From an optimization exercise on the open Yosys and OpenROAD flow, aimed at small area; shortcuts taken in it are not production practice. In this exercise RTL edits were held to simulation tests only and were not proved equivalent to the original. Power and IR drop assume default switching activity.

==> flow/design.v <==
module swpd (
    input  wire        clk,
    input  wire        rst,
    input  wire [31:0] now_us,
    input  wire        line_i,
    output wire        line_oe,
    output wire        line_o,
    input  wire [5:0]  bus_addr,
    input  wire        bus_we,
    input  wire [31:0] bus_wdata,
    output reg  [31:0] bus_rdata,
    output wire        done_o,
    output wire        busy_o
);
    reg        busy;
    reg [2:0]  code;
    reg [31:0] t_mark;
    reg [39:0] shift;
    reg [5:0]  bit_cnt;
    reg        done;
    reg [31:0] cfg_timeout;
    reg [31:0] cfg_start_low;
    reg [31:0] cfg_release;
    reg [31:0] cfg_bit0_min;
    reg [31:0] cfg_bit0_max;
    reg [31:0] cfg_bit1_min;
    reg [31:0] cfg_bit1_max;
    wire [3:0] slot     = bus_addr[5:2];
    wire       op_ctrl  = bus_we && (slot == 4'd0);
    wire       op_start = op_ctrl && bus_wdata[0];
    wire       op_clear = op_ctrl && (bus_wdata[1:0] == 2'b10);
    wire [31:0] elapsed   = now_us - t_mark;
    wire [31:0] lim       = (code == 3'd1) ? cfg_start_low :
                            (code == 3'd2) ? cfg_release : cfg_timeout;
    wire        lim_hit   = (elapsed >= lim);
    wire        timed_out = lim_hit;
    wire        is_zero   = (elapsed >= cfg_bit0_min) && (cfg_bit0_max >= elapsed);
    wire        is_one    = (elapsed >= cfg_bit1_min) && (cfg_bit1_max >= elapsed);
    wire        malformed = !is_zero && !is_one;
    wire        last_bit  = bit_cnt[5] & bit_cnt[2] & bit_cnt[1] & bit_cnt[0];
    wire        frame_valid = !busy && (code == 3'd1);
    wire [7:0]  sum4        = shift[39:32] + shift[31:24] + shift[23:16] + shift[15:8];
    wire        sum_ok      = (sum4 == shift[7:0]);
    wire        chk_ok      = frame_valid && sum_ok;
    wire [2:0]  state       = busy ? code : 3'd0;
    reg  [3:0]  result;
    reg  [2:0]  err_state;
    always @(*) begin
        result    = 4'd0;
        err_state = 3'd0;
        if (!busy) begin
            case (code)
                3'd1:       result = sum_ok ? 4'd1 : 4'd2;
                3'd2:       begin result = 4'd5; err_state = 3'd7; end
                3'd3, 3'd4, 3'd5: begin result = 4'd3; err_state = code; end
                3'd6, 3'd7: begin result = 4'd4; err_state = code; end
                default: ;
            endcase
        end
    end
    wire        err_any = !busy && (code[2] | code[1]);
    wire [5:0]  err_bit = err_any ? bit_cnt : 6'd0;
    wire        inv     = !busy && (code == 3'd2);
    assign line_oe = busy && (code == 3'd1);
    assign line_o  = 1'b0;
    assign done_o  = done;
    assign busy_o  = busy;
    always @(*) begin
        case (slot)
            4'd1:  bus_rdata = {10'd0, bit_cnt, result, 1'b0, state, 3'b000,
                               line_oe, chk_ok, frame_valid, done, busy};
            4'd2:  bus_rdata = frame_valid ? shift[39:8] : 32'd0;
            4'd3:  bus_rdata = frame_valid ? {16'd0, sum4, shift[7:0]} : 32'd0;
            4'd4:  bus_rdata = {21'd0, err_state, 2'b00, err_bit};
            4'd5:  bus_rdata = inv ? t_mark : 32'd0;
            4'd6:  bus_rdata = cfg_timeout;
            4'd7:  bus_rdata = cfg_start_low;
            4'd8:  bus_rdata = cfg_release;
            4'd9:  bus_rdata = cfg_bit0_min;
            4'd10: bus_rdata = cfg_bit0_max;
            4'd11: bus_rdata = cfg_bit1_min;
            4'd12: bus_rdata = cfg_bit1_max;
            default: bus_rdata = 32'd0;
        endcase
    end
    wire        cfg_wr = bus_we && !busy;
    wire [31:0] w_lo   = bus_wdata & {32{~rst}};
    wire [31:0] w_hi   = bus_wdata | {32{rst}};
    function [31:0] rv(input [31:0] r);
        integer i;
        for (i = 0; i < 32; i = i + 1)
            rv[i] = r[i] ? w_hi[i] : w_lo[i];
    endfunction
    always @(posedge clk) begin
        if (rst || (cfg_wr && slot == 4'd6))  cfg_timeout   <= rv(32'd1000);
        if (rst || (cfg_wr && slot == 4'd7))  cfg_start_low <= rv(32'd18000);
        if (rst || (cfg_wr && slot == 4'd8))  cfg_release   <= rv(32'd30);
        if (rst || (cfg_wr && slot == 4'd9))  cfg_bit0_min  <= rv(32'd40);
        if (rst || (cfg_wr && slot == 4'd10)) cfg_bit0_max  <= rv(32'd50);
        if (rst || (cfg_wr && slot == 4'd11)) cfg_bit1_min  <= rv(32'd65);
        if (rst || (cfg_wr && slot == 4'd12)) cfg_bit1_max  <= rv(32'd75);
    end
    always @(posedge clk) begin
        if (!busy) begin
            if (op_start)
                t_mark <= now_us;
        end else begin
            case (code)
                3'd1: if (lim_hit) t_mark <= now_us;
                3'd2: if (lim_hit) t_mark <= now_us;
                3'd3, 3'd4, 3'd5:
                      if (line_i == (code == 3'd4)) t_mark <= now_us;
                3'd6: if (line_i) t_mark <= now_us;
                3'd7: if (!line_i) t_mark <= malformed ? elapsed : now_us;
                default: ;
            endcase
        end
        if (busy && code == 3'd7 && !line_i && !malformed)
            shift <= {shift[38:0], !is_zero};
    end
    always @(posedge clk) begin
        if (rst) begin
            busy          <= 1'b0;
            code          <= 3'd0;
            bit_cnt       <= 6'd0;
            done          <= 1'b0;
        end else begin
            if (op_clear)
                done <= 1'b0;
            if (!busy) begin
                if (op_start) begin
                    busy    <= 1'b1;
                    code    <= 3'd1;
                    bit_cnt <= 6'd0;
                    done    <= 1'b0;
                end
            end else begin
                case (code)
                    3'd1: if (lim_hit) code <= 3'd2;
                    3'd2: if (lim_hit) code <= 3'd3;
                    3'd3, 3'd4, 3'd5, 3'd6: begin
                        if (line_i == (code == 3'd4 || code == 3'd6))
                            code <= code + 3'd1;
                        else if (timed_out) begin
                            busy <= 1'b0;
                            done <= 1'b1;
                        end
                    end
                    default: begin  
                        if (!line_i) begin
                            if (malformed) begin
                                busy <= 1'b0;
                                code <= 3'd2;
                                done <= 1'b1;
                            end else begin
                                bit_cnt <= bit_cnt + 6'd1;
                                if (last_bit) begin
                                    busy <= 1'b0;
                                    code <= 3'd1;
                                    done <= 1'b1;
                                end else
                                    code <= 3'd6;
                            end
                        end else if (timed_out) begin
                            busy <= 1'b0;
                            done <= 1'b1;
                        end
                    end
                endcase
            end
        end
    end
endmodule
==> flow/run.sh <==
#!/bin/bash
# synth_recipe.tcl (not shown) runs the flow's synth.tcl, then flattens the netlist and writes it again
# the make line also repeats each setting of config.mk as NAME=value (left out here)
make -C /OpenROAD-flow-scripts/flow DESIGN_CONFIG=/design/flow/config.mk WORK_HOME=/design/flow/orfs CLKGATE_MAP_FILE= SYNTH_SCRIPT=/design/flow/synth_recipe.tcl finish
==> flow/config.mk <==
export PLATFORM = sky130hd
export DESIGN_NAME = swpd
export DESIGN_NICKNAME = swpd
export VERILOG_FILES = /design/flow/design.v
export SDC_FILE = /design/flow/constraint.sdc
export NUM_CORES = 4
export LEC_CHECK = 0
export ABC_AREA = 1
export CAP_MARGIN = 20
export CORE_MARGIN = 2
export CORE_UTILIZATION = 40
export PLACE_DENSITY = 0.6
export SLEW_MARGIN = 20
==> flow/constraint.sdc <==
create_clock -name core_clock -period 12.0 [get_ports {clk}]
set_input_delay 2.4000 -clock core_clock [delete_from_list [all_inputs] [get_ports {clk}]]
set_output_delay 2.4000 -clock core_clock [all_outputs]
set_load 0.01 [all_outputs]
==> qor.yml, run 1 <==
status: "finished clean"
syn_area_sq_um: 19800
n_fill_cell: 4646
tns_ns: 0
path_buf_inv: 6
layout-drive-gt1-share_pct: 7.99
die_area_sq_um: 51200
synth_edf_count: 296
seq_area_frac_synth_pct: 46.1
drt-initial-drc-count: 1683
synthTopCellsByArea: "edfxtp_1, ha_1, nand2_1, inv_1, nor2_1"
crit_chain: "clkdlybuf4s50_1 -> inv_1 -> nor2_1 -> inv_1 -> nor2_2 -> buf_4 -> inv_1 -> o22ai_1 -> a2111oi_0 -> o211ai_1 -> clkdlybuf4s50_1"
slew_headroom_pct: 21.5
netlist_instances: 2154
h-tree-depth: 2
root_buffer: "clkbuf_16"
clk-insertion-delay-late_ns: 0.58
row_count: 81
period_share_pct: 73.8
clk_pin_slew_worst_paths_ns: 0.06
synth_ff_type: "edfxtp_1"
worst_path_max_delay_cell: "nor2_2"
clockPowerShare_pct: 40.3
numCtsBuffers: 37
max_cap_viol_count: 0
worst_slew_pin_slew_ns: 1.15
ioPinCount: 110
rsz0062_at_grt: "false"
dp_slack_ns: 2.71
syn_nets: 2434
crit_fanout: 16
synth.avg_cell_area_sq_um: 9.18
seq_area_sq_um: 9110
required_ns: 9.60
async_flop_share_pct: 0
criticalPathCategory: "input port to primary output"
worstPathArrival_ns: 6.46
cts_tree: "done"
yosys_warnings: 1
io_buffers: 106
ir_drop_mv: 0.0802
startpoint_type: "input port"
yosysTopAreaCell: "edfxtp_1"
wire_per_inst_um: 24.0
gr-total-overflow: 0
clock_path_buffers: 3
start_util_pct: 40.5
n_antenna_cell: 0
finalClockSkew_ns: 0.0338
slew_violations: 0
via_count: 16800
nNetsFinal: 2557
grt_pass1_vias: 16400
fp.dieW_um: 226
postCtsSetupBuffers: 0
end_kind: "primary output"
crit_top_cell: "inv_1"
switching_share_pct: 28.0
switching_power_uw: 833
p_leak_nw: 9.99
gp_congestion: 1.00
antenna_found_initial: 1
max_stage_delay_ns: 0.87
dpl.hpwl_um: 52700
wl_um: 71200
grt_max_degree: 66
power_density_nw_per_um2: 129
ys_types: 56
cts_resized: 0
dp_cells: 2902
synth-seq-cells: 307
dieHeight_um: 226
synthToLayoutAreaGrowth_pct: 16.4
grt_pass1_wl_um: 104000
vias_per_cell: 5.65
p_total_mw: 2.97
hold_buffers: 0
synth_top_area_share_pct: 45.0
grt_use_total_pct: 28.1
fmax_ghz: 0.113
finalSetupViolations: 0
hold_path_class: "flip-flop to flip-flop"
hold_violations: 0
first_pass_iters: 5
min_period_ns: 8.86
power_frac_comb_pct: 17.7
clock_sinks: 307
fin_ws_ns: 3.14
final_antenna_net_count: 0
seq_power_share_pct: 42.1
p_int_mw: 2.14
final_cells: 2967
path_delay_family: "buffers and inverters"
multiInputGateArea_sq_um: 9060
core_sq_um: 48800
drcViolationCount: 0
## synthesized netlist by cell type, types with 15 or more instances
master	count
edfxtp_1	296
inv_1	377
nor2_1	138
xor2_1	30
clkbuf_1	38
o211ai_1	30
a221oi_1	52
o21ai_2	31
a21oi_1	99
nand4_1	23
nand2_1	434
nor3_1	25
o21ai_0	87
o22ai_1	29
nand3_1	75
fa_1	15
nand2_2	27
ha_1	191
## cell usage in the layout, fill, tap and decap left out, types with 15 or more instances in the layout
master / synthesis / routed
a221oi_1: 52 / 52
nor3_1: 25 / 24
fa_1: 15 / 15
o21ai_2: 31 / 31
o22ai_1: 29 / 29
ha_1: 191 / 191
o211ai_1: 30 / 30
a21oi_1: 99 / 99
clkdlybuf4s50_1: 0 / 105
nand3_1: 75 / 75
buf_4: 1 / 29
xor2_1: 30 / 30
nand2_1: 434 / 434
nor2_1: 138 / 133
edfxtp_1: 296 / 296
nand4_1: 23 / 23
clkbuf_16: 0 / 39
nand2_2: 27 / 27
o21ai_0: 87 / 80
inv_1: 377 / 375
## path summary, 6_finish.rpt
path,startpoint,end,slack [ns],cells past startpoint
worst max-delay path,bus_addr[5],bus_rdata[1],3.14,11
worst min-delay path,shift[10],shift[11],0.45,0
worst max register to register,t_mark[0],t_mark[20],5.20,31
worst min register to register,shift[10],shift[11],0.45,0
## cells by family after synthesis
logic type / share of synthesized area (%)
AOI/OAI and AO/OA: 13.8
xor gates and xnor gates: 1.95
DFF: 46.1
and+or+nand+nor: 16.0
adders and majority gates: 13.6
other: 0.0190
buffers and inverters: 8.60
## layer usage
| layer | GRT usage, % | part of all wire, % |
|---|---|---|
| met1 | 36.4 | 41 |
| met4 | 13.1 | 4.9 |
| met5 | 0 | 0 |
| met3 | 5.34 | 8.6 |
| met2 | 45.3 | 46 |
## through the flow
step / hold slack [ns] / area [sq um] / util, %
after CTS: 0.448 / 23000 / 47.1
after floorplan: 0.426 / 19800 / -
final: 0.449 / 23000 / 47.1
after global routing: 0.459 / 23000 / 47.1
after detailed placement: 0.432 / 21700 / 44.5
after global placement: 0.430 / 21700 / 44.5
## power groups by stage
stage	clock network, mW	registers (mW)	logic [mW]
after floorplan	0	1.27	0.316
after global placement	0	1.27	0.505
after detailed placement	0	1.27	0.516
after CTS	1.21	1.25	0.519
after global routing	1.25	1.26	0.582
final	1.20	1.25	0.525
## registers in the layout, indices dropped and copies added, names as in the netlist
register / flops
bit_cnt: 6
cfg_bit1_max: 32
code: 3
t_mark: 32
cfg_start_low: 32
cfg_timeout: 32
cfg_bit0_max: 32
busy: 1
cfg_release: 32
cfg_bit1_min: 32
cfg_bit0_min: 32
done: 1
shift: 40
## worst reg2reg max path: cells and delay by family (launching register included)
family,cells,cell delay [ns]
adder cells (fa/ha/maj),3,0.97
AND/OR/NAND/NOR,18,2.75
XOR/XNOR,1,0.48
AO/OA/AOI/OAI,3,0.82
buffers and inverters,6,1.21
flip-flops,1,0.40
## cell type report
class / instances / share of cell area [%]
sequential: 307 / 39.6
multi-input combinational: 1410 / 39.4
inverter: 386 / 6.33
timing repair buffer: 135 / 5.53
clock buffer: 43 / 4.35
tap: 664 / 3.61
clock inverter: 22 / 1.21
==> run 2, diff against run 1 <==
--- a/flow/design.v
+++ b/flow/design.v
@@ -29,13 +29,43 @@
     wire       op_ctrl  = bus_we && (slot == 4'd0);
     wire       op_start = op_ctrl && bus_wdata[0];
     wire       op_clear = op_ctrl && (bus_wdata[1:0] == 2'b10);
-    wire [31:0] elapsed   = now_us - t_mark;
+    function [31:0] sub32(input [31:0] a, input [31:0] b);
+        integer j;
+        reg [31:0] p, g;
+        reg c, r;
+        begin
+            p = ~(a ^ b);
+            g = a & ~b;
+            c = 1'b1;
+            for (j = 0; j < 32; j = j + 2) begin
+                sub32[j]   = p[j] ^ c;
+                r          = g[j] | (p[j] & c);
+                sub32[j+1] = p[j+1] ^ r;
+                c = (g[j+1] | (p[j+1] & g[j])) | (p[j+1] & p[j] & c);
+            end
+        end
+    endfunction
+    function cmp32(input [31:0] a, input [31:0] b, input ci);
+        integer j;
+        reg [31:0] p, g;
+        reg c;
+        begin
+            g = a & ~b;
+            p = a | ~b;
+            c = ci;
+            for (j = 0; j < 32; j = j + 4)
+                c = (g[j+3] | (p[j+3] & (g[j+2] | (p[j+2] & (g[j+1] | (p[j+1] & g[j]))))))
+                  | (p[j+3] & p[j+2] & p[j+1] & p[j] & c);
+            cmp32 = c;
+        end
+    endfunction
+    wire [31:0] elapsed   = sub32(now_us, t_mark);
     wire [31:0] lim       = (code == 3'd1) ? cfg_start_low :
                             (code == 3'd2) ? cfg_release : cfg_timeout;
-    wire        lim_hit   = (elapsed >= lim);
+    wire        lim_hit   = !cmp32(lim, elapsed, 1'b0);
     wire        timed_out = lim_hit;
-    wire        is_zero   = (elapsed >= cfg_bit0_min) && (cfg_bit0_max >= elapsed);
-    wire        is_one    = (elapsed >= cfg_bit1_min) && (cfg_bit1_max >= elapsed);
+    wire        is_zero   = !cmp32(cfg_bit0_min, elapsed, 1'b0) && cmp32(cfg_bit0_max, elapsed, 1'b1);
+    wire        is_one    = !cmp32(cfg_bit1_min, elapsed, 1'b0) && cmp32(cfg_bit1_max, elapsed, 1'b1);
     wire        malformed = !is_zero && !is_one;
     wire        last_bit  = bit_cnt[5] & bit_cnt[2] & bit_cnt[1] & bit_cnt[0];
     wire        frame_valid = !busy && (code == 3'd1);
--- a/flow/config.mk
+++ b/flow/config.mk
@@ -8,6 +8,7 @@
 export ABC_AREA = 1
 export CAP_MARGIN = 20
 export CORE_MARGIN = 2
-export CORE_UTILIZATION = 40
-export PLACE_DENSITY = 0.6
+export CORE_UTILIZATION = 60
+export CTS_BUF_LIST = sky130_fd_sc_hd__clkbuf_4
+export PLACE_DENSITY = 0.7
 export SLEW_MARGIN = 20
==> qor.yml, run 2 <==
yosys.area_share.adder_pct: 6.32  # was 13.6%
h-tree-depth: 3  # was 2
hold_buffers: 0  # unchanged
switching_share_pct: 28.8  # was 28.0%
final_util_pct: 69.3  # was 47.1%
grt_max_degree: 64  # was 66
numCtsBuffers: 82  # was 37
synth_ff_type: "edfxtp_1"  # unchanged
ioPinCount: 110  # unchanged
crit_fanout: 13  # was 16
layout-drive-gt1-share_pct: 10.9  # was 7.99%
power_density_nw_per_um2: 128  # was 129 nW/um^2
clk_pin_slew_worst_paths_ns: 0.06  # about the same
post-synth-top-count-cell: "nand2_1"  # unchanged
via_count: 15800  # was 16.8k
synthTopCellsByArea: "edfxtp_1, nand2_1, inv_1, nor2_1, fa_1"  # was edfxtp_1, ha_1, nand2_1, inv_1, nor2_1
synth_top_family_by_area: "simple AND/OR/NAND/NOR gates"  # unchanged
p_leak_nw: 8.54  # was 9.99 nW
io_buffers: 106  # unchanged
root_buffer: "clkbuf_4"  # was clkbuf_16
synthToLayoutAreaGrowth_pct: 14.0  # was 16.4%
start_util_pct: 60.8  # was 40.5%
ir_drop_mv: 0.0827  # was 0.0802 mV
n_fill_cell: 2364  # was 4646
postCtsSetupBuffers: 0  # unchanged
die_area_sq_um: 31200  # was 51200 sq um
synthSimpleGateAreaFrac_pct: 18.8  # was 16.0%
slew_headroom_pct: 34.5  # was 21.5%
largest_register_ff_count: 40  # unchanged
status: "finished clean"  # unchanged
syn_area_sq_um: 17900  # was 19800 sq um
top_register: "shift"  # unchanged
drt-initial-drc-count: 1968  # was 1683
grt_pass1_vias: 14800  # was 16.4k
hold_path_class: "flip-flop to flip-flop"  # unchanged
drcViolationCount: 0  # unchanged
clk-insertion-delay-late_ns: 0.74  # was 0.58 ns
tns_ns: 0  # unchanged
cts_tree: "done"  # unchanged
worst_slew_pin_slew_ns: 0.981  # was 1.15 ns
yosysTopAreaCell: "edfxtp_1"  # unchanged
synth_compound_area_share_pct: 14.7  # was 13.8%
p_int_mw: 1.86  # was 2.14 mW
antenna_found_initial: 1  # unchanged
core_sq_um: 29500  # was 48800 sq um
nNetsFinal: 2262  # was 2557
cts_resized: 0  # unchanged
final_antenna_net_count: 0  # unchanged
finalClockSkew_ns: 0.0629  # was 0.0338 ns
finalSetupViolations: 0  # unchanged
seq_area_frac_synth_pct: 50.9  # was 46.1%
clockPowerShare_pct: 36.2  # was 40.3%
async_flop_share_pct: 0  # unchanged
gr-total-overflow: 0  # unchanged
startpoint_type: "input port"  # unchanged
syn_nets: 2109  # was 2434
grt_pass1_wl_um: 85600  # was 104000 um
switching_power_uw: 755  # was 833 uW
yosys_warnings: 1  # unchanged
fmax_ghz: 0.114  # was 0.113 GHz
seq_power_share_pct: 48.1  # was 42.1%
synth.avg_cell_area_sq_um: 9.13  # was 9.18 sq um
vias_per_cell: 6.14  # was 5.65
gp_congestion: 0.968  # was 1.00
synth_edf_count: 296  # unchanged
first_pass_iters: 6  # was 5
synthMuxAreaShare_pct: 0  # unchanged
grt_use_total_pct: 37.0  # was 28.1%
most-common-layout-cells: "nand2_1, edfxtp_1, inv_1, nor2_1, clkbuf_4"  # was nand2_1, inv_1, edfxtp_1, ha_1, nor2_1
synth_top_area_share_pct: 49.6  # was 45.0%
row_count: 63  # was 81
period_share_pct: 72.9  # was 73.8%
synth_commonest_cells: "nand2_1, edfxtp_1, inv_1, nor2_1, nand3_1"  # was nand2_1, inv_1, edfxtp_1, ha_1, nor2_1
synth-xor-area-share_pct: 1.12  # was 1.95%
wl_um: 57600  # was 71200 um
worstPathArrival_ns: 6.35  # was 6.46 ns
clock_path_buffers: 3  # unchanged
slew_violations: 0  # unchanged
required_ns: 9.60  # about the same
min_period_ns: 8.75  # was 8.86 ns
clock_sinks: 307  # unchanged
criticalPathCategory: "input port to primary output"  # unchanged
wire_per_inst_um: 22.4  # was 24.0 um
max_cap_viol_count: 0  # unchanged
end_kind: "primary output"  # unchanged
netlist_instances: 1962  # was 2154
rsz0062_at_grt: "false"  # unchanged
ys_types: 60  # was 56
hold_violations: 0  # unchanged
power_frac_comb_pct: 15.7  # was 17.7%
dpl.hpwl_um: 39300  # was 52700 um
layout_commonest_cell: "nand2_1"  # unchanged
dieHeight_um: 177  # was 226 um
whs_ns: 0.498  # was 0.449 ns
fp.dieW_um: 177  # was 226 um
synth-seq-cells: 307  # unchanged
run 2: cells by family (layout without fill, tap and decap cells):
logic type / Yosys count / count (layout)
AND/OR/NAND/NOR: 802 / 802
AO/OA/AOI/OAI: 411 / 411
buffers and inverters: 345 / 558
flip-flops: 307 / 307
adder cells (fa/ha/maj): 73 / 73
XOR/XNOR: 23 / 23
other: 1 / 2
run 2: worst paths after layout:
check	to	slack (ns)	startpoint	cells after the start
worst max-delay path	bus_rdata[13]	3.25	bus_addr[5]	13
worst min-delay path	shift[17]	0.50	shift[16]	0
worst max register to register	t_mark[22]	5.62	t_mark[0]	41
worst min register to register	shift[17]	0.50	shift[16]	0
run 2: power groups by stage:
stage / Sequential (mW) / Clock, mW / Combinational (mW)
6_report: 1.26 / 0.947 / 0.412
5_1_grt: 1.26 / 1.00 / 0.450
4_1_cts: 1.26 / 0.950 / 0.404
3_5_place_dp: 1.28 / 0 / 0.402
3_3_place_gp: 1.28 / 0 / 0.394
2_1_floorplan: 1.27 / 0 / 0.254
run 2: cell type report:
class	instances	area (sq um)	area share, %
antenna	1	2.50	0.0123
tap	390	488	2.39
multi-input combinational	1310	7460	36.5
inverter	282	1060	5.21
clock inverter	28	173	0.846
timing repair buffer	132	1250	6.13
clock buffer	116	871	4.27
sequential	307	9110	44.6
run 2: worst max-delay path, cell delays in order:
cell and delay [ns]:
clkdlybuf4s50_1 0.52, inv_1 0.08, nor2_1 0.20, inv_1 0.15, nor2_2 0.67, buf_4 0.38
inv_1 0.39, o22ai_1 0.32, a221oi_1 0.12, o2111ai_1 0.15, a31oi_1 0.07, o31ai_1 0.21
clkdlybuf4s50_1 0.66
run 2: per-layer routing:
metal  vias to the layer above  GRT usage [%]  part of all wire, %
met4                         0           13.6                  3.5
li1                       7156              -                    -
met1                      7391           52.7                   40
met5                         -              0                    0
met2                      1043           56.0                   44
met3                       169           8.20                   13
run 2: metrics by stage:
step | total power [mW] | instances | instance area [sq um] | worst slack [ns]
2_1_floorplan | 1.53 | 1962 | 17900 | 2.60
3_3_place_gp | 1.67 | 2421 | 19400 | 3.19
3_5_place_dp | 1.68 | 2421 | 19400 | 3.12
4_1_cts | 2.61 | 2565 | 20400 | 3.36
5_1_grt | 2.71 | 2566 | 20400 | 3.24
6_report | 2.62 | 2566 | 20400 | 3.25
==> run 3, diff against run 2 <==
--- a/flow/config.mk
+++ b/flow/config.mk
@@ -8,7 +8,6 @@
 export ABC_AREA = 1
 export CAP_MARGIN = 20
 export CORE_MARGIN = 2
-export CORE_UTILIZATION = 60
-export CTS_BUF_LIST = sky130_fd_sc_hd__clkbuf_4
-export PLACE_DENSITY = 0.7
+export CORE_UTILIZATION = 40
+export PLACE_DENSITY = 0.6
 export SLEW_MARGIN = 20
==> qor.yml, run 3 <==
syn_nets: 2109  # unchanged
seq_area_sq_um: 9110  # unchanged
dp_cells: 2625  # was 2421
required_ns: 9.60  # about the same
rr_startpoint: "t_mark[1]"  # was t_mark[0]
grt_pass1_wl_um: 88700  # was 85600 um
final_antenna_net_count: 0  # unchanged
yosysTopAreaCell: "edfxtp_1"  # unchanged
dieHeight_um: 216  # was 177 um
drt-initial-drc-count: 1518  # was 1968
tns_ns: 0  # unchanged
worst_path_max_delay_cell: "nor2_2"  # unchanged
synth_edf_count: 296  # unchanged
top_register: "shift"  # unchanged
grt_use_total_pct: 25.5  # was 37.0%
synth.avg_cell_area_sq_um: 9.13  # unchanged
fp.dieW_um: 216  # was 177 um
end_kind: "primary output"  # unchanged
synth-seq-cells: 307  # unchanged
numCtsBuffers: 35  # was 82
syn_area_sq_um: 17900  # unchanged
r2r_setup_slack_ns: 5.62  # about the same
antenna_found_initial: 0  # was 1
post-synth-top-count-cell: "nand2_1"  # unchanged
layout_commonest_cell: "nand2_1"  # unchanged
dpl.hpwl_um: 41900  # was 39300 um
layout-drive-gt1-share_pct: 8.15  # was 10.9%
startpoint_type: "input port"  # unchanged
wl_um: 59900  # was 57600 um
seq_area_frac_synth_pct: 50.9  # unchanged
row_count: 77  # was 63
synth_top_area_share_pct: 49.6  # unchanged
root_buffer: "clkbuf_16"  # was clkbuf_4
whs_ns: 0.508  # was 0.498 ns
grt_pass1_vias: 14500  # was 14.8k
synth_ff_type: "edfxtp_1"  # unchanged
slew_violations: 0  # unchanged
finalInstanceArea_sq_um: 20900  # was 20400 sq um
die_area_sq_um: 46500  # was 31200 sq um
clock_path_buffers: 3  # unchanged
nNetsFinal: 2217  # was 2262
period_share_pct: 71.6  # was 72.9%
clk-insertion-delay-late_ns: 0.56  # was 0.74 ns
min_period_ns: 8.59  # was 8.75 ns
status: "finished clean"  # unchanged
hold_path_class: "flip-flop to flip-flop"  # unchanged
min_delay_path_depth: 2  # was 0
yosys_warnings: 1  # unchanged
p_total_mw: 2.82  # was 2.62 mW
dp_slack_ns: 2.86  # was 3.12 ns
synthTopCellsByArea: "edfxtp_1, nand2_1, inv_1, nor2_1, fa_1"  # unchanged
h-tree-depth: 2  # was 3
final_cells: 2689  # was 2566
grt_max_degree: 57  # was 64
placed_cell_area_sq_um: 19600  # was 19400 sq um
criticalPathCategory: "input port to primary output"  # unchanged
netlist_instances: 1962  # unchanged
gp_congestion: 0.936  # was 0.968
crit_fanout: 14  # was 13
postCtsSetupBuffers: 0  # unchanged
wire_per_inst_um: 22.3  # was 22.4 um
synthToLayoutAreaGrowth_pct: 16.5  # was 14.0%
most-common-layout-cells: "nand2_1, edfxtp_1, inv_1, nor2_1, clkdlybuf4s50_1"  # was nand2_1, edfxtp_1, inv_1, nor2_1, clkbuf_4
largest_register_ff_count: 40  # unchanged
slew_headroom_pct: 29.5  # was 34.5%
cts_tree: "done"  # unchanged
crit_chain: "clkdlybuf4s50_1 -> inv_1 -> nor2_1 -> inv_1 -> nor2_2 -> buf_4 -> clkinv_1 -> buf_4 -> o22ai_1 -> a221oi_1 -> nand2_1 -> a221oi_1 -> o221ai_1 -> clkdlybuf4s50_1"  # was clkdlybuf4s50_1 -> inv_1 -> nor2_1 -> inv_1 -> nor2_2 -> buf_4 -> inv_1 -> o22ai_1 -> a221oi_1 -> o2111ai_1 -> a31oi_1 -> o31ai_1 -> clkdlybuf4s50_1
power_density_nw_per_um2: 135  # was 128 nW/um^2
synth_commonest_cells: "nand2_1, edfxtp_1, inv_1, nor2_1, nand3_1"  # unchanged
n_fill_cell: 4128  # was 2364
path_buf_inv: 7  # was 6
via_count: 15200  # was 15.8k
reg2reg_depth: 39  # was 41
first_pass_iters: 6  # unchanged
hp-start: "bit_cnt[4]"  # was shift[16]
ir_drop_mv: 0.0824  # was 0.0827 mV
n_antenna_cell: 0  # was 1
hold_buffers: 0  # unchanged
vias_per_cell: 5.64  # was 6.14
start_util_pct: 40.5  # was 60.8%
worstPathArrival_ns: 6.19  # was 6.35 ns
clock_sinks: 307  # unchanged
io_buffers: 106  # unchanged
rsz0062_at_grt: "false"  # unchanged
worst_slew_pin_slew_ns: 1.06  # was 0.981 ns
clk_pin_slew_worst_paths_ns: 0.06  # about the same
max_stage_delay_ns: 0.69  # was 0.67 ns
hold_violations: 0  # unchanged
cts_resized: 0  # unchanged
min_to: "bit_cnt[4]"  # was shift[17]
r2r_end: "t_mark[11]"  # was t_mark[22]
max_cap_viol_count: 0  # unchanged
core_sq_um: 44200  # was 29500 sq um
final_util_pct: 47.2  # was 69.3%
gr-total-overflow: 0  # unchanged
finalSetupViolations: 0  # unchanged
async_flop_share_pct: 0  # unchanged
ys_types: 60  # unchanged
fmax_ghz: 0.116  # was 0.114 GHz
fin_ws_ns: 3.41  # was 3.25 ns
path_delay_family: "buffers and inverters"  # unchanged
finalClockSkew_ns: 0.0339  # was 0.0629 ns
drcViolationCount: 0  # unchanged
multiInputGateArea_sq_um: 7460  # about the same
p_leak_nw: 8.53  # was 8.54 nW
ioPinCount: 110  # unchanged
-- run 3: power breakdown --
group,leakage (nW),switching (mW),total [mW],internal [mW]
sequential,3.02,0.0281,1.26,1.23
clock,0.587,0.460,1.15,0.691
combinational,4.91,0.270,0.414,0.144
-- run 3: worst max path at each step --
stage | cells after the start | from | end | slack [ns]
final | 14 | bus_addr[5] | bus_rdata[1] | 3.41
after global routing | 40 | now_us[0] | t_mark[11] | 2.99
after CTS | 40 | now_us[0] | t_mark[11] | 3.45
after detailed placement | 43 | now_us[0] | t_mark[11] | 2.86
after global placement | 43 | now_us[0] | t_mark[11] | 3.02
after floorplan | 43 | now_us[0] | shift[0] | 2.60
-- run 3: logic make-up (layout without fill, tap and decap cells) --
group,count (synthesis),count (layout),share of synthesized area (%)
xor gates and xnor gates,23,23,1.12
adders and majority gates,73,73,6.32
AOI/OAI and AO/OA,411,411,14.7
other,1,1,0.0209
and+or+nand+nor,802,802,18.8
DFF,307,307,50.9
buffers and inverters,345,480,8.17
-- run 3: area by class of cell --
class,instances,area share (%)
clock buffer,42,4.47
clock inverter,22,1.41
inverter,282,5.10
multi-input combinational,1310,35.7
sequential,307,43.7
tap,592,3.55
timing repair buffer,134,6.07
-- run 3: worst register-to-register path: cells and delay by family (launching register included) --
family | cells | cell delay [ns]
AO/OA/AOI/OAI | 3 | 1.50
adder cells (fa/ha/maj) | 2 | 0.88
buffers and inverters | 3 | 0.92
flip-flops | 1 | 0.36
AND/OR/NAND/NOR | 31 | 2.31
-- run 3: routing by layer --
layer	part of all wire [%]	global-route usage, %	up-vias
met3	8.9	4.23	138
met5	0	0	-
met1	43	35.4	7229
met2	45	39.9	781
met4	3.8	10.3	0
li1	-	-	7008
==> run 4, diff against run 3 <==
--- a/flow/design.v
+++ b/flow/design.v
@@ -14,7 +14,7 @@
 );
     reg        busy;
     reg [2:0]  code;
-    reg [31:0] t_mark;
+    reg [31:0] nt_mark;
     reg [39:0] shift;
     reg [5:0]  bit_cnt;
     reg        done;
@@ -29,13 +29,13 @@
     wire       op_ctrl  = bus_we && (slot == 4'd0);
     wire       op_start = op_ctrl && bus_wdata[0];
     wire       op_clear = op_ctrl && (bus_wdata[1:0] == 2'b10);
-    function [31:0] sub32(input [31:0] a, input [31:0] b);
+    function [31:0] sub32(input [31:0] a, input [31:0] nb);
         integer j;
         reg [31:0] p, g;
         reg c, r;
         begin
-            p = ~(a ^ b);
-            g = a & ~b;
+            p = a ^ nb;
+            g = a & nb;
             c = 1'b1;
             for (j = 0; j < 32; j = j + 2) begin
                 sub32[j]   = p[j] ^ c;
@@ -59,17 +59,35 @@
             cmp32 = c;
         end
     endfunction
-    wire [31:0] elapsed   = sub32(now_us, t_mark);
+    wire [31:0] elapsed   = sub32(now_us, nt_mark);
+    wire        meas_low  = (code == 3'd7) && !line_i;
     wire [31:0] lim       = (code == 3'd1) ? cfg_start_low :
-                            (code == 3'd2) ? cfg_release : cfg_timeout;
+                            (code == 3'd2) ? cfg_release :
+                            meas_low ? cfg_bit0_min : cfg_timeout;
     wire        lim_hit   = !cmp32(lim, elapsed, 1'b0);
     wire        timed_out = lim_hit;
-    wire        is_zero   = !cmp32(cfg_bit0_min, elapsed, 1'b0) && cmp32(cfg_bit0_max, elapsed, 1'b1);
+    wire        is_zero   = lim_hit && cmp32(cfg_bit0_max, elapsed, 1'b1);
     wire        is_one    = !cmp32(cfg_bit1_min, elapsed, 1'b0) && cmp32(cfg_bit1_max, elapsed, 1'b1);
     wire        malformed = !is_zero && !is_one;
     wire        last_bit  = bit_cnt[5] & bit_cnt[2] & bit_cnt[1] & bit_cnt[0];
     wire        frame_valid = !busy && (code == 3'd1);
-    wire [7:0]  sum4        = shift[39:32] + shift[31:24] + shift[23:16] + shift[15:8];
+    function [7:0] add4(input [7:0] a, input [7:0] b, input [7:0] c, input [7:0] d);
+        integer i;
+        reg [7:0] s1, c1, s2, c2;
+        reg cy;
+        begin
+            s1 = a ^ b ^ c;
+            c1 = {(a[6:0] & b[6:0]) | (a[6:0] & c[6:0]) | (b[6:0] & c[6:0]), 1'b0};
+            s2 = s1 ^ c1 ^ d;
+            c2 = {(s1[6:0] & c1[6:0]) | (s1[6:0] & d[6:0]) | (c1[6:0] & d[6:0]), 1'b0};
+            cy = 1'b0;
+            for (i = 0; i < 8; i = i + 1) begin
+                add4[i] = s2[i] ^ c2[i] ^ cy;
+                cy = (s2[i] & c2[i]) | (s2[i] & cy) | (c2[i] & cy);
+            end
+        end
+    endfunction
+    wire [7:0]  sum4        = add4(shift[39:32], shift[31:24], shift[23:16], shift[15:8]);
     wire        sum_ok      = (sum4 == shift[7:0]);
     wire        chk_ok      = frame_valid && sum_ok;
     wire [2:0]  state       = busy ? code : 3'd0;
@@ -102,7 +120,7 @@
             4'd2:  bus_rdata = frame_valid ? shift[39:8] : 32'd0;
             4'd3:  bus_rdata = frame_valid ? {16'd0, sum4, shift[7:0]} : 32'd0;
             4'd4:  bus_rdata = {21'd0, err_state, 2'b00, err_bit};
-            4'd5:  bus_rdata = inv ? t_mark : 32'd0;
+            4'd5:  bus_rdata = inv ? ~nt_mark : 32'd0;
             4'd6:  bus_rdata = cfg_timeout;
             4'd7:  bus_rdata = cfg_start_low;
             4'd8:  bus_rdata = cfg_release;
@@ -133,15 +151,15 @@
     always @(posedge clk) begin
         if (!busy) begin
             if (op_start)
-                t_mark <= now_us;
+                nt_mark <= ~now_us;
         end else begin
             case (code)
-                3'd1: if (lim_hit) t_mark <= now_us;
-                3'd2: if (lim_hit) t_mark <= now_us;
+                3'd1: if (lim_hit) nt_mark <= ~now_us;
+                3'd2: if (lim_hit) nt_mark <= ~now_us;
                 3'd3, 3'd4, 3'd5:
-                      if (line_i == (code == 3'd4)) t_mark <= now_us;
-                3'd6: if (line_i) t_mark <= now_us;
-                3'd7: if (!line_i) t_mark <= malformed ? elapsed : now_us;
+                      if (line_i == (code == 3'd4)) nt_mark <= ~now_us;
+                3'd6: if (line_i) nt_mark <= ~now_us;
+                3'd7: if (!line_i) nt_mark <= ~(malformed ? elapsed : now_us);
                 default: ;
             endcase
         end
==> flow/flow/run.sh (new file) <==
#!/bin/bash
# Own layout flow: the standard flow (standard.sh, unchanged synthesis
# script and register mapping) with two changes to how the layout is made:
#   * the ABC technology-mapping script is area-oriented (flow/abc_area.script)
#   * the port buffers are the smallest buffer cell.
# Every tool's output stays in ORFS's own logs under orfs/logs; make's output
# goes to make.log here.
set -euo pipefail
W=$(pwd)
rm -rf "$W/scripts_own"
cp -r "$FLOW_HOME/scripts" "$W/scripts_own"
cp "$W/flow/abc_area.script" "$W/scripts_own/abc_area.script"
bash "$W/standard.sh" \
  SCRIPTS_DIR="$W/scripts_own" \
  BUFFER_PORTS_ARGS="-buffer_cell sky130_fd_sc_hd__buf_1" \
  finish > "$W/make.log" 2>&1
==> flow/flow/abc_area.script (new file) <==
&get -n
&st
&dch
&nf
&put
topo
stime -c
==> flow/standard.sh (new file) <==
#!/bin/bash
# synth_recipe.tcl (not shown) runs the flow's synth.tcl, then flattens the netlist and writes it again
# the make line also repeats each setting of config.mk as NAME=value (left out here)
make -C /OpenROAD-flow-scripts/flow DESIGN_CONFIG=/design/flow/config.mk WORK_HOME=/design/flow/orfs CLKGATE_MAP_FILE= SYNTH_SCRIPT=/design/flow/synth_recipe.tcl "${@:-finish}"
removed: flow/run.sh
==> qor.yml, run 4 <==
hold_path_class: "flip-flop to flip-flop"  # unchanged
finalSetupViolations: 0  # unchanged
wl_um: 51900  # was 59900 um
first_pass_iters: 10  # was 6
period_share_pct: 84.0  # was 71.6%
synth.avg_cell_area_sq_um: 12.0  # was 9.13 sq um
tns_ns: 0  # unchanged
grt_pass1_wl_um: 76800  # was 88700 um
criticalPathCategory: "input port to flip-flop"  # was input port to primary output
synth_commonest_cells: "edfxtp_1, nand2_1, o21ai_0, nor2_1, a21oi_1"  # was nand2_1, edfxtp_1, inv_1, nor2_1, nand3_1
synth_top_area_share_pct: 55.4  # was 49.6%
clock_path_buffers: 3  # unchanged
crit_top_cell: "o21a_1"
start_util_pct: 40.5  # about the same
slew_headroom_pct: 31.6  # was 29.5%
dpl.hpwl_um: 35500  # was 41900 um
ioPinCount: 110  # unchanged
core_sq_um: 39600  # was 44200 sq um
crit_fanout: 37  # was 14
gp_congestion: 0.895  # was 0.936
worst_slew_pin_slew_ns: 1.02  # was 1.06 ns
row_count: 73  # was 77
root_buffer: "clkbuf_16"  # unchanged
synth_ff_type: "edfxtp_1"  # unchanged
fin_ws_ns: 1.92  # was 3.41 ns
fp.dieW_um: 204  # was 216 um
slew_violations: 0  # unchanged
reg2reg_depth: 30  # was 39
post-synth-top-count-cell: "edfxtp_1"  # was nand2_1
layout_commonest_cell: "edfxtp_1"  # was nand2_1
die_area_sq_um: 41800  # was 46500 sq um
max_stage_delay_ns: 0.60  # was 0.69 ns
placed_cell_area_sq_um: 17400  # was 19600 sq um
r2r_setup_slack_ns: 3.54  # was 5.62 ns
vias_per_cell: 6.28  # was 5.64
clk_pin_slew_worst_paths_ns: 0.06  # about the same
p_total_mw: 2.76  # was 2.82 mW
ir_drop_mv: 0.0845  # was 0.0824 mV
postCtsSetupBuffers: 0  # unchanged
layout-drive-gt1-share_pct: 6.59  # was 8.15%
drcViolationCount: 0  # unchanged
yosys_warnings: 1  # unchanged
cts_resized: 0  # unchanged
synth-seq-cells: 307  # unchanged
synthTopCellsByArea: "edfxtp_1, fa_1, o21ai_0, ha_1, a222oi_1"  # was edfxtp_1, nand2_1, inv_1, nor2_1, fa_1
final_antenna_net_count: 0  # unchanged
hp-start: "shift[5]"  # was bit_cnt[4]
most-common-layout-cells: "edfxtp_1, nand2_1, buf_1, o21ai_0, nor2_1"  # was nand2_1, edfxtp_1, inv_1, nor2_1, clkdlybuf4s50_1
max_cap_viol_count: 0  # unchanged
wire_per_inst_um: 25.2  # was 22.3 um
drt-initial-drc-count: 1863  # was 1518
dp_cells: 1996  # was 2625
hold_buffers: 0  # unchanged
dp_slack_ns: 1.31  # was 2.86 ns
clk-insertion-delay-late_ns: 0.51  # was 0.56 ns
fmax_ghz: 0.0992  # was 0.116 GHz
r2r_end: "nt_mark[14]"  # was t_mark[11]
final_cells: 2058  # was 2689
min_delay_path_depth: 0  # was 2
end_kind: "flip-flop"  # was primary output
yosysTopAreaCell: "edfxtp_1"  # unchanged
min_period_ns: 10.08  # was 8.59 ns
min_to: "shift[6]"  # was bit_cnt[4]
gr-total-overflow: 0  # unchanged
n_antenna_cell: 0  # unchanged
grt_max_degree: 63  # was 57
ys_types: 57  # was 60
nNetsFinal: 1654  # was 2217
antenna_found_initial: 0  # unchanged
seq_area_frac_synth_pct: 56.7  # was 50.9%
io_buffers: 106  # unchanged
required_ns: 12.23  # was 9.60 ns
synthToLayoutAreaGrowth_pct: 16.0  # was 16.5%
dieHeight_um: 204  # was 216 um
grt_pass1_vias: 12600  # was 14.5k
worstPathArrival_ns: 10.32  # was 6.19 ns
syn_area_sq_um: 16100  # was 17900 sq um
syn_nets: 1479  # was 2109
finalInstanceArea_sq_um: 18600  # was 20900 sq um
rr_startpoint: "nt_mark[0]"  # was t_mark[1]
startpoint_type: "input port"  # unchanged
numCtsBuffers: 35  # unchanged
cts_tree: "done"  # unchanged
status: "finished clean"  # unchanged
worst_path_max_delay_cell: "and3_2"  # was nor2_2
finalClockSkew_ns: 0.0195  # was 0.0339 ns
p_leak_nw: 6.21  # was 8.53 nW
async_flop_share_pct: 0  # unchanged
synth_edf_count: 296  # unchanged
h-tree-depth: 2  # unchanged
rsz0062_at_grt: "false"  # unchanged
via_count: 12900  # was 15.2k
netlist_instances: 1333  # was 1962
top_register: "shift"  # unchanged
clock_sinks: 307  # unchanged
hold_violations: 0  # unchanged
power_density_nw_per_um2: 148  # was 135 nW/um^2
grt_use_total_pct: 24.5  # was 25.5%
largest_register_ff_count: 40  # unchanged
[run 4: cell count changes in the layout (fill, tap and decap cells not counted), sizes merged, moves of 13 or more]
cell           delta
nand2           -386
inv             -277
buf             +109
clkdlybuf4s50   -105
nand3            -79
nor2             -63
clkinv           +55
a22oi            +50
a222oi           +47
nor2b            +38
o21ai            -26
a221oi           -15
a21o             +13
o21a             +13
[run 4: how the worst max path moves through the flow]
stage	startpoint	end	slack, ns
6_report	now_us[0]	nt_mark[14]	1.92
3_5_place_dp	now_us[0]	nt_mark[14]	1.31
4_1_cts	now_us[0]	nt_mark[28]	1.82
5_1_grt	now_us[0]	nt_mark[14]	1.33
3_3_place_gp	now_us[0]	nt_mark[25]	1.56
2_1_floorplan	now_us[0]	shift[0]	0.62
[run 4: metal layers]
layer | part of all wire (%) | vias up | track usage, %
met5 | 0 | - | 0
met1 | 43 | 6411 | 35.1
met4 | 2.3 | 0 | 6.55
met3 | 8.5 | 92 | 3.22
li1 | - | 5753 | -
met2 | 46 | 676 | 39.2
[run 4: final cells by class]
type                            count  area [sq um]
Fill cell                        3677         21000
Clock inverter                     17           234
Inverter                           61           229
Clock buffer                       45           956
Multi-Input combinational cell    964          6800
Tap cell                          525           657
Sequential cell                   307          9110
Timing Repair Buffer              139           647
[run 4: cells by family after synthesis]
logic type	synth area share, %
mux	0.312
fa+ha+maj	7.90
buf+inv	1.47
other cells	0.0234
compound gates	21.8
flops	56.7
xor+xnor	1.80
simple gates	9.94
[run 4: metrics by stage]
step	hold WS, ns	util (%)
final	0.502	47.0
after global routing	0.515	47.0
after floorplan	0.457	-
after global placement	0.480	44.0
after detailed placement	0.499	44.0
after CTS	0.506	47.0
[run 4: report_power, final]
part | switching [mW] | leakage, nW | internal, mW | total (mW)
Clock | 0.422 | 0.582 | 0.691 | 1.11
Combinational | 0.226 | 2.71 | 0.123 | 0.350
Sequential | 0.0476 | 2.91 | 1.25 | 1.30
[run 4: worst max-delay path, delay by kind of cell]
kind | cells | cell delay (ns)
adder cells (fa/ha/maj) | 2 | 0.83
AO/OA/AOI/OAI | 19 | 4.49
XOR/XNOR | 2 | 0.72
buffers and inverters | 4 | 0.87
AND/OR/NAND/NOR | 4 | 0.99
==> run 5, diff against run 4 <==
--- a/flow/design.v
+++ b/flow/design.v
@@ -120,7 +120,7 @@
             4'd2:  bus_rdata = frame_valid ? shift[39:8] : 32'd0;
             4'd3:  bus_rdata = frame_valid ? {16'd0, sum4, shift[7:0]} : 32'd0;
             4'd4:  bus_rdata = {21'd0, err_state, 2'b00, err_bit};
-            4'd5:  bus_rdata = inv ? ~nt_mark : 32'd0;
+            4'd5:  bus_rdata = inv ? shift[39:8] : 32'd0;
             4'd6:  bus_rdata = cfg_timeout;
             4'd7:  bus_rdata = cfg_start_low;
             4'd8:  bus_rdata = cfg_release;
@@ -148,23 +148,22 @@
         if (rst || (cfg_wr && slot == 4'd11)) cfg_bit1_min  <= rv(32'd65);
         if (rst || (cfg_wr && slot == 4'd12)) cfg_bit1_max  <= rv(32'd75);
     end
+    wire meas_edge = busy && (code == 3'd7) && !line_i;
     always @(posedge clk) begin
         if (!busy) begin
-            if (op_start)
-                nt_mark <= ~now_us;
+            nt_mark <= ~now_us;
         end else begin
             case (code)
-                3'd1: if (lim_hit) nt_mark <= ~now_us;
-                3'd2: if (lim_hit) nt_mark <= ~now_us;
-                3'd3, 3'd4, 3'd5:
-                      if (line_i == (code == 3'd4)) nt_mark <= ~now_us;
-                3'd6: if (line_i) nt_mark <= ~now_us;
-                3'd7: if (!line_i) nt_mark <= ~(malformed ? elapsed : now_us);
-                default: ;
+                3'd1, 3'd2: if (lim_hit) nt_mark <= ~now_us;
+                3'd3, 3'd5: if (!line_i) nt_mark <= ~now_us;
+                3'd4, 3'd6: if (line_i)  nt_mark <= ~now_us;
+                default:    if (!line_i) nt_mark <= ~now_us;
             endcase
         end
-        if (busy && code == 3'd7 && !line_i && !malformed)
-            shift <= {shift[38:0], !is_zero};
+        if (meas_edge) begin
+            shift[7:0]  <= {shift[6:0], !is_zero};
+            shift[39:8] <= malformed ? elapsed : shift[38:7];
+        end
     end
     always @(posedge clk) begin
         if (rst) begin
==> flow/flow/run.sh (replaced) <==
#!/bin/bash
# Own layout flow: the standard flow (standard.sh, unchanged synthesis
# script and register mapping) with these changes to how the layout is made:
#   * the ABC technology-mapping script is area-oriented (flow/abc_area.script)
#   * the port buffers are the smallest buffer cell
#   * clock tree: larger sink clusters, no dummy loads.
# Every tool's output stays in ORFS's own logs under orfs/logs; make's output
# goes to make.log here.
set -euo pipefail
W=$(pwd)
rm -rf "$W/scripts_own"
cp -r "$FLOW_HOME/scripts" "$W/scripts_own"
cp "$W/flow/abc_area.script" "$W/scripts_own/abc_area.script"
bash "$W/standard.sh" \
  SCRIPTS_DIR="$W/scripts_own" \
  BUFFER_PORTS_ARGS="-buffer_cell sky130_fd_sc_hd__buf_1" \
  CTS_ARGS="-sink_clustering_enable -repair_clock_nets -sink_clustering_size 15 -sink_clustering_max_diameter 150 -buf_list sky130_fd_sc_hd__clkbuf_8 -dont_use_dummy_load" \
  finish > "$W/make.log" 2>&1
==> flow/flow/abc_area.script (replaced) <==
&get -n
&st
&dch
&nf
&st
&syn2
&dch
&nf
&st
&syn2
&dch
&nf
&put
topo
stime -c
--- a/flow/config.mk
+++ b/flow/config.mk
@@ -8,6 +8,6 @@
 export ABC_AREA = 1
 export CAP_MARGIN = 20
 export CORE_MARGIN = 2
-export CORE_UTILIZATION = 40
-export PLACE_DENSITY = 0.6
+export CORE_UTILIZATION = 60
+export PLACE_DENSITY = 0.7
 export SLEW_MARGIN = 20
==> qor.yml, run 5 <==
grt_max_degree: 66  # was 63
cts_resized: 0  # unchanged
dp_cells: 1787  # was 1996
synth_commonest_cells: "edfxtp_1, nor2_1, a21oi_1, clkinv_1, nand2_1"  # was edfxtp_1, nand2_1, o21ai_0, nor2_1, a21oi_1
drt-initial-drc-count: 2199  # was 1863
core_sq_um: 26000  # was 39600 sq um
crit_fanout: 9  # was 37
wl_um: 49000  # was 51900 um
die_area_sq_um: 27700  # was 41800 sq um
row_count: 59  # was 73
synth_ff_type: "edfxtp_1"  # unchanged
dpl.hpwl_um: 33100  # was 35500 um
reg2reg_depth: 40  # was 30
io_buffers: 106  # unchanged
grt_pass1_vias: 11900  # was 12.6k
status: "finished clean"  # unchanged
crit_top_cell: "o21a_1"  # unchanged
fmax_ghz: 0.0940  # was 0.0992 GHz
synth.avg_cell_area_sq_um: 12.0  # about the same
layout-drive-gt1-share_pct: 4.67  # was 6.59%
dp_slack_ns: 0.820  # was 1.31 ns
largest_register_ff_count: 40  # unchanged
post-synth-top-count-cell: "edfxtp_1"  # unchanged
fin_ws_ns: 1.36  # was 1.92 ns
yosys_warnings: 1  # unchanged
h-tree-depth: 1  # was 2
worstPathArrival_ns: 11.16  # was 10.32 ns
gp_congestion: 0.969  # was 0.895
syn_nets: 1463  # was 1479
drcViolationCount: 0  # unchanged
cts_tree: "done"  # unchanged
nNetsFinal: 1624  # was 1654
syn_area_sq_um: 15800  # was 16100 sq um
min_period_ns: 10.64  # was 10.08 ns
grt_pass1_wl_um: 72500  # was 76800 um
clock_path_buffers: 3  # unchanged
async_flop_share_pct: 0  # unchanged
antenna_found_initial: 0  # unchanged
required_ns: 12.52  # was 12.23 ns
numCtsBuffers: 24  # was 35
power_density_nw_per_um2: 133  # was 148 nW/um^2
finalSetupViolations: 0  # unchanged
min_delay_path_depth: 2  # was 0
period_share_pct: 88.7  # was 84.0%
n_antenna_cell: 0  # unchanged
postCtsSetupBuffers: 0  # unchanged
grt_use_total_pct: 34.8  # was 24.5%
ir_drop_mv: 0.0988  # was 0.0845 mV
hold_buffers: 0  # unchanged
clk-insertion-delay-late_ns: 0.59  # was 0.51 ns
seq_area_frac_synth_pct: 57.6  # was 56.7%
seq_area_sq_um: 9110  # unchanged
synth-seq-cells: 307  # unchanged
hold_path_class: "flip-flop to flip-flop"  # unchanged
worst_slew_pin_slew_ns: 1.11  # was 1.02 ns
gr-total-overflow: 0  # unchanged
via_count: 12600  # was 12.9k
hold_violations: 0  # unchanged
synthTopCellsByArea: "edfxtp_1, fa_1, nor2_1, a222oi_1, a21oi_1"  # was edfxtp_1, fa_1, o21ai_0, ha_1, a222oi_1
vias_per_cell: 6.94  # was 6.28
tns_ns: 0  # unchanged
worst_path_max_delay_cell: "nor4b_1"  # was and3_2
top_register: "shift"  # unchanged
criticalPathCategory: "input port to flip-flop"  # unchanged
slew_headroom_pct: 25.8  # was 31.6%
p_leak_nw: 5.88  # was 6.21 nW
ys_types: 52  # was 57
placed_cell_area_sq_um: 16900  # was 17400 sq um
most-common-layout-cells: "edfxtp_1, nor2_1, buf_1, a21oi_1, clkinv_1"  # was edfxtp_1, nand2_1, buf_1, o21ai_0, nor2_1
layout_commonest_cell: "edfxtp_1"  # unchanged
slew_violations: 0  # unchanged
finalClockSkew_ns: 0.0414  # was 0.0195 ns
multiInputGateArea_sq_um: 6440  # was 6800 sq um
max_stage_delay_ns: 0.71  # was 0.60 ns
netlist_instances: 1317  # was 1333
finalInstanceArea_sq_um: 17200  # was 18600 sq um
startpoint_type: "input port"  # unchanged
clock_sinks: 307  # unchanged
root_buffer: "clkbuf_8"  # was clkbuf_16
fp.dieW_um: 166  # was 204 um
final_cells: 1811  # was 2058
final_antenna_net_count: 0  # unchanged
wire_per_inst_um: 27.1  # was 25.2 um
synthToLayoutAreaGrowth_pct: 9.11  # was 16.0%
ioPinCount: 110  # unchanged
end_kind: "flip-flop"  # unchanged
first_pass_iters: 10  # unchanged
n_fill_cell: 2055  # was 3677
synth_top_area_share_pct: 56.2  # was 55.4%
clk_pin_slew_worst_paths_ns: 0.10  # was 0.06 ns
max_cap_viol_count: 0  # unchanged
rsz0062_at_grt: "false"  # unchanged
yosysTopAreaCell: "edfxtp_1"  # unchanged
start_util_pct: 60.8  # was 40.5%
dieHeight_um: 166  # was 204 um
synth_edf_count: 296  # unchanged
[run 5: cell types whose count changed after synthesis, moves of 8 or more]
cell / before / now
maj3_1: 12 / 3
xor2_1: 17 / 25
a21oi_1: 67 / 98
a22o_1: 15 / 7
nor2_1: 100 / 137
clkinv_1: 61 / 86
o21ai_0: 103 / 74
o22ai_1: 51 / 30
nand4_1: 6 / 18
o211ai_1: 18 / 8
nand2_1: 108 / 83
[run 5: kinds of logic after synthesis]
logic type / share of synthesized area (%)
xor gates and xnor gates: 2.33
muxes: 0.0712
AOI/OAI and AO/OA: 20.4
other: 0.0237
and+or+nand+nor: 10.0
adders and majority gates: 7.46
DFF: 57.6
buffers and inverters: 2.09
[run 5: critical path, delay by kind of cell]
kind / cells / cell delay, ns
compound gates: 27 / 5.38
simple gates: 7 / 1.64
xor+xnor: 3 / 0.90
fa+ha+maj: 2 / 0.64
buf+inv: 2 / 0.19
[run 5: final timing paths]
check	startpoint	to	slack, ns
max	now_us[0]	bit_cnt[5]	1.36
min	done	done	0.55
max reg2reg	nt_mark[0]	bit_cnt[5]	2.94
min reg2reg	done	done	0.55
[run 5: routing by layer]
| metal | share of wire, % | GRT usage (%) | vias to the layer above |
|---|---|---|---|
| met5 | 0 | 0 | - |
| met4 | 4.3 | 13.2 | 0 |
| met3 | 12 | 5.84 | 144 |
| met2 | 45 | 54.8 | 886 |
| met1 | 39 | 49.3 | 6032 |
| li1 | - | - | 5511 |
[run 5: cell type report]
class	count	area share [%]
repair buffers	136	3.62
well taps	335	2.43
inverters	86	1.87
flip-flops and latches	307	52.8
clock buffers	24	1.91
multi-input cells	923	37.4
[run 5: stage by stage]
| step | hold WS, ns | util (%) | power [mW] |
|---|---|---|---|
| 6_report | 0.547 | 66.4 | 2.30 |
| 5_1_grt | 0.558 | 66.4 | 2.39 |
| 4_1_cts | 0.541 | 66.4 | 2.29 |
| 3_5_place_dp | 0.526 | 65.1 | 1.80 |
| 3_3_place_gp | 0.516 | 65.1 | 1.79 |
| 2_1_floorplan | 0.471 | - | 1.64 |
[run 5: report_power, final]
part / internal, mW / total, mW / switching [mW]
combinational: 0.171 / 0.500 / 0.328
sequential: 1.26 / 1.29 / 0.0385
clock: 0.179 / 0.507 / 0.328
==> run 6, diff against run 5 <==
--- a/flow/design.v
+++ b/flow/design.v
@@ -61,9 +61,13 @@
     endfunction
     wire [31:0] elapsed   = sub32(now_us, nt_mark);
     wire        meas_low  = (code == 3'd7) && !line_i;
-    wire [31:0] lim       = (code == 3'd1) ? cfg_start_low :
-                            (code == 3'd2) ? cfg_release :
-                            meas_low ? cfg_bit0_min : cfg_timeout;
+    wire        sel_sl    = (code == 3'd1);
+    wire        sel_rel   = (code == 3'd2);
+    wire        sel_tmo   = !(sel_sl | sel_rel | meas_low);
+    wire [31:0] lim       = ({32{sel_sl}}   & cfg_start_low)
+                          | ({32{sel_rel}}  & cfg_release)
+                          | ({32{meas_low}} & cfg_bit0_min)
+                          | ({32{sel_tmo}}  & cfg_timeout);
     wire        lim_hit   = !cmp32(lim, elapsed, 1'b0);
     wire        timed_out = lim_hit;
     wire        is_zero   = lim_hit && cmp32(cfg_bit0_max, elapsed, 1'b1);
@@ -113,23 +117,26 @@
     assign line_o  = 1'b0;
     assign done_o  = done;
     assign busy_o  = busy;
+    wire [15:0] sel;
+    genvar gk;
+    generate for (gk = 0; gk < 16; gk = gk + 1) begin : g_sel
+        assign sel[gk] = (slot == gk);
+    end endgenerate
+    wire        sel_sh = (sel[2] & frame_valid) | (sel[5] & inv);
+    wire [31:0] status = {10'd0, bit_cnt, result, 1'b0, state, 3'b000,
+                          line_oe, chk_ok, frame_valid, done, busy};
     always @(*) begin
-        case (slot)
-            4'd1:  bus_rdata = {10'd0, bit_cnt, result, 1'b0, state, 3'b000,
-                               line_oe, chk_ok, frame_valid, done, busy};
-            4'd2:  bus_rdata = frame_valid ? shift[39:8] : 32'd0;
-            4'd3:  bus_rdata = frame_valid ? {16'd0, sum4, shift[7:0]} : 32'd0;
-            4'd4:  bus_rdata = {21'd0, err_state, 2'b00, err_bit};
-            4'd5:  bus_rdata = inv ? shift[39:8] : 32'd0;
-            4'd6:  bus_rdata = cfg_timeout;
-            4'd7:  bus_rdata = cfg_start_low;
-            4'd8:  bus_rdata = cfg_release;
-            4'd9:  bus_rdata = cfg_bit0_min;
-            4'd10: bus_rdata = cfg_bit0_max;
-            4'd11: bus_rdata = cfg_bit1_min;
-            4'd12: bus_rdata = cfg_bit1_max;
-            default: bus_rdata = 32'd0;
-        endcase
+        bus_rdata = ({32{sel[1]}}  & status)
+                  | ({32{sel_sh}}  & shift[39:8])
+                  | ({32{sel[3] & frame_valid}} & {16'd0, sum4, shift[7:0]})
+                  | ({32{sel[4]}}  & {21'd0, err_state, 2'b00, err_bit})
+                  | ({32{sel[6]}}  & cfg_timeout)
+                  | ({32{sel[7]}}  & cfg_start_low)
+                  | ({32{sel[8]}}  & cfg_release)
+                  | ({32{sel[9]}}  & cfg_bit0_min)
+                  | ({32{sel[10]}} & cfg_bit0_max)
+                  | ({32{sel[11]}} & cfg_bit1_min)
+                  | ({32{sel[12]}} & cfg_bit1_max);
     end
     wire        cfg_wr = bus_we && !busy;
     wire [31:0] w_lo   = bus_wdata & {32{~rst}};
--- a/flow/config.mk
+++ b/flow/config.mk
@@ -8,6 +8,6 @@
 export ABC_AREA = 1
 export CAP_MARGIN = 20
 export CORE_MARGIN = 2
-export CORE_UTILIZATION = 60
-export PLACE_DENSITY = 0.7
+export CORE_UTILIZATION = 70
+export PLACE_DENSITY = 0.8
 export SLEW_MARGIN = 20
==> qor.yml, run 6 <==
cts_resized: 0  # unchanged
row_count: 54  # was 59
wire_per_inst_um: 27.2  # was 27.1 um
slew_headroom_pct: 24.1  # was 25.8%
synth_top_area_share_pct: 57.4  # was 56.2%
end_kind: "flip-flop"  # unchanged
worstPathArrival_ns: 10.27  # was 11.16 ns
min_period_ns: 10.06  # was 10.64 ns
required_ns: 12.22  # was 12.52 ns
clk_pin_slew_worst_paths_ns: 0.10  # about the same
max_stage_delay_ns: 0.60  # was 0.71 ns
worst_slew_pin_slew_ns: 1.13  # was 1.11 ns
io_buffers: 106  # unchanged
netlist_instances: 1249  # was 1317
min_delay_path_depth: 0  # was 2
synth_ff_type: "edfxtp_1"  # unchanged
seq_area_frac_synth_pct: 58.8  # was 57.6%
p_leak_nw: 5.67  # was 5.88 nW
whs_ns: 0.529  # was 0.547 ns
dp_cells: 1659  # was 1787
hold_path_class: "flip-flop to flip-flop"  # unchanged
slew_violations: 0  # unchanged
postCtsSetupBuffers: 0  # unchanged
max_cap_viol_count: 0  # unchanged
die_area_sq_um: 23300  # was 27700 sq um
vias_per_cell: 7.43  # was 6.94
dieHeight_um: 153  # was 166 um
status: "finished clean"  # unchanged
wl_um: 45800  # was 49000 um
largest_register_ff_count: 40  # unchanged
start_util_pct: 71.2  # was 60.8%
clock_path_buffers: 3  # unchanged
finalSetupViolations: 0  # unchanged
synth-seq-cells: 307  # unchanged
fmax_ghz: 0.0994  # was 0.0940 GHz
yosysTopAreaCell: "edfxtp_1"  # unchanged
h-tree-depth: 1  # unchanged
post-synth-top-count-cell: "edfxtp_1"  # unchanged
rsz0062_at_grt: "false"  # unchanged
min_to: "shift[2]"  # was done
rr_startpoint: "nt_mark[0]"  # unchanged
syn_nets: 1395  # was 1463
synthTopCellsByArea: "edfxtp_1, a222oi_1, fa_1, nand2_1, ha_1"  # was edfxtp_1, fa_1, nor2_1, a222oi_1, a21oi_1
async_flop_share_pct: 0  # unchanged
core_sq_um: 21800  # was 26000 sq um
synth.avg_cell_area_sq_um: 12.4  # was 12.0 sq um
drcViolationCount: 0  # unchanged
p_total_mw: 2.33  # was 2.30 mW
nNetsFinal: 1552  # was 1624
first_pass_iters: 9  # was 10
gr-total-overflow: 0  # unchanged
most-common-layout-cells: "edfxtp_1, nand2_1, buf_1, clkinv_1, a222oi_1"  # was edfxtp_1, nor2_1, buf_1, a21oi_1, clkinv_1
hold_buffers: 0  # unchanged
grt_use_total_pct: 39.1  # was 34.8%
root_buffer: "clkbuf_8"  # unchanged
ir_drop_mv: 0.106  # was 0.0988 mV
grt_pass1_vias: 12200  # was 11.9k
hold_violations: 0  # unchanged
hp-start: "shift[1]"  # was done
finalInstanceArea_sq_um: 16900  # was 17200 sq um
yosys_warnings: 1  # unchanged
power_density_nw_per_um2: 138  # was 133 nW/um^2
ys_types: 51  # was 52
criticalPathCategory: "input port to flip-flop"  # unchanged
fp.dieW_um: 153  # was 166 um
drt-initial-drc-count: 2288  # was 2199
via_count: 12500  # was 12.6k
period_share_pct: 83.8  # was 88.7%
syn_area_sq_um: 15500  # was 15800 sq um
crit_top_cell: "o21a_1"  # unchanged
layout-drive-gt1-share_pct: 4.84  # was 4.67%
synthToLayoutAreaGrowth_pct: 8.78  # was 9.11%
final_cells: 1685  # was 1811
dpl.hpwl_um: 30800  # was 33100 um
finalClockSkew_ns: 0.0379  # was 0.0414 ns
numCtsBuffers: 24  # unchanged
ioPinCount: 110  # unchanged
layout_commonest_cell: "edfxtp_1"  # unchanged
crit_fanout: 17  # was 9
cts_tree: "done"  # unchanged
reg2reg_depth: 33  # was 40
worst_path_max_delay_cell: "o21ai_4"  # was nor4b_1
placed_cell_area_sq_um: 16500  # was 16900 sq um
tns_ns: 0  # unchanged
grt_pass1_wl_um: 70100  # was 72500 um
r2r_end: "nt_mark[15]"  # was bit_cnt[5]
r2r_setup_slack_ns: 3.53  # was 2.94 ns
synth_commonest_cells: "edfxtp_1, nand2_1, clkinv_1, a222oi_1, o21ai_0"  # was edfxtp_1, nor2_1, a21oi_1, clkinv_1, nand2_1
startpoint_type: "input port"  # unchanged
antenna_found_initial: 1  # was 0
clk-insertion-delay-late_ns: 0.58  # was 0.59 ns
gp_congestion: 0.977  # was 0.969
clock_sinks: 307  # unchanged
final_antenna_net_count: 0  # unchanged
synth_edf_count: 296  # unchanged
grt_max_degree: 60  # was 66
top_register: "shift"  # unchanged
run 6: area by class of cell:
type | instances | area [sq um]
Timing Repair Buffer | 132 | 602
Antenna cell | 1 | 2.50
Inverter | 83 | 312
Clock buffer | 24 | 330
Tap cell | 280 | 350
Fill cell | 1412 | 4900
Sequential cell | 307 | 9110
Multi-Input combinational cell | 858 | 6150
run 6: cell families after synthesis:
kind of cell | count (synthesis) | synth area share (%)
DFF | 307 | 58.8
other | 1 | 0.0242
buffers and inverters | 84 | 2.06
adders and majority gates | 75 | 7.60
muxes | 1 | 0.0727
xor gates and xnor gates | 35 | 1.98
AOI/OAI and AO/OA | 416 | 19.7
and+or+nand+nor | 330 | 9.76
run 6: worst max-delay path, delay by kind of cell:
family,cells,cell delay (ns)
buffers and inverters,3,0.61
AO/OA/AOI/OAI,26,5.52
AND/OR/NAND/NOR,2,0.33
adder cells (fa/ha/maj),3,1.37
run 6: metal layers:
| layer | global-route usage [%] | vias to the layer above | wire length, um |
|---|---|---|---|
| li1 | - | 5315 | - |
| met1 | 55.9 | 5964 | 16700 |
| met4 | 13.0 | 0 | 1680 |
| met2 | 60.7 | 1081 | 20800 |
| met5 | 0 | - | 0 |
| met3 | 8.79 | 152 | 6660 |
run 6: metrics by stage:
step | util (%) | setup slack [ns]
after floorplan | - | 1.45
after global placement | 75.9 | 1.47
after detailed placement | 75.9 | 1.28
after CTS | 77.4 | 1.83
after global routing | 77.5 | 1.35
final | 77.5 | 1.94
run 6: report_power, final:
part	switching (mW)	internal, mW
Combinational	0.325	0.180
Clock	0.322	0.179
Sequential	0.0536	1.28
Total	0.701	1.63
run 6: worst max-delay path by stage:
stage	start	end	slack [ns]	cells after the start
global route	now_us[0]	nt_mark[12]	1.35	34
global placement	now_us[0]	bit_cnt[4]	1.47	35
floorplan	now_us[0]	nt_mark[0]	1.45	32
finish	now_us[0]	nt_mark[15]	1.94	34
CTS	now_us[0]	bit_cnt[5]	1.83	36
detailed placement	now_us[0]	bit_cnt[5]	1.28	36

[what the ideal ports hide]
The results above use ideal ports. As a check the final layouts listed here were re-extracted and re-timed, cells and wires unchanged. Step 1 (the two cells are an assumption about what drives the block):
set clk [get_ports {clk}]
set_driving_cell -lib_cell sky130_fd_sc_hd__clkbuf_16 $clk
set_driving_cell -lib_cell sky130_fd_sc_hd__buf_2 [delete_from_list [all_inputs] $clk]
Step 2 adds t to the input delays and takes it off the output delays; t is the mean of the earliest and latest rising clock arrival at the registers after step 1. Input paths then give back, and output paths get back, about the clock's delay inside the block. Three values: no drivers, after step 1, after step 2; two values: the first two.
| run | t, ns | setup WS [ns] | worst hold slack (ns) | worst slew at a driven data input, ns | pins driven straight from the clock port |
|---|---|---|---|---|---|
| run 1 | 0.617 | 3.140 / 3.076 / 2.604 | 0.449 / 0.449 / 0.449 | 0.06 | 1 |
| run 2 | 0.762 | 3.251 / 3.217 / 3.066 | 0.498 / 0.498 / 0.498 | 0.05 | 1 |
| run 3 | 0.599 | 3.407 / 3.377 / 3.011 | 0.508 / 0.508 / 0.508 | 0.05 | 1 |
| run 4 | 0.555 | 1.915 / 1.942 / 1.386 | 0.502 / 0.502 / 0.502 | 0.05 | 1 |
| run 5 | 0.619 | 1.362 / 1.378 / 0.760 | 0.547 / 0.547 / 0.547 | 0.03 | 1 |
| run 6 | 0.599 | 1.944 / 1.960 / 1.361 | 0.529 / 0.529 / 0.529 | 0.07 | 1 |
After both steps setup and hold are still met in every run listed. The setup slack of run 5, which loses most, moves by +0.016 ns with the drivers and by -0.602 ns with both steps.
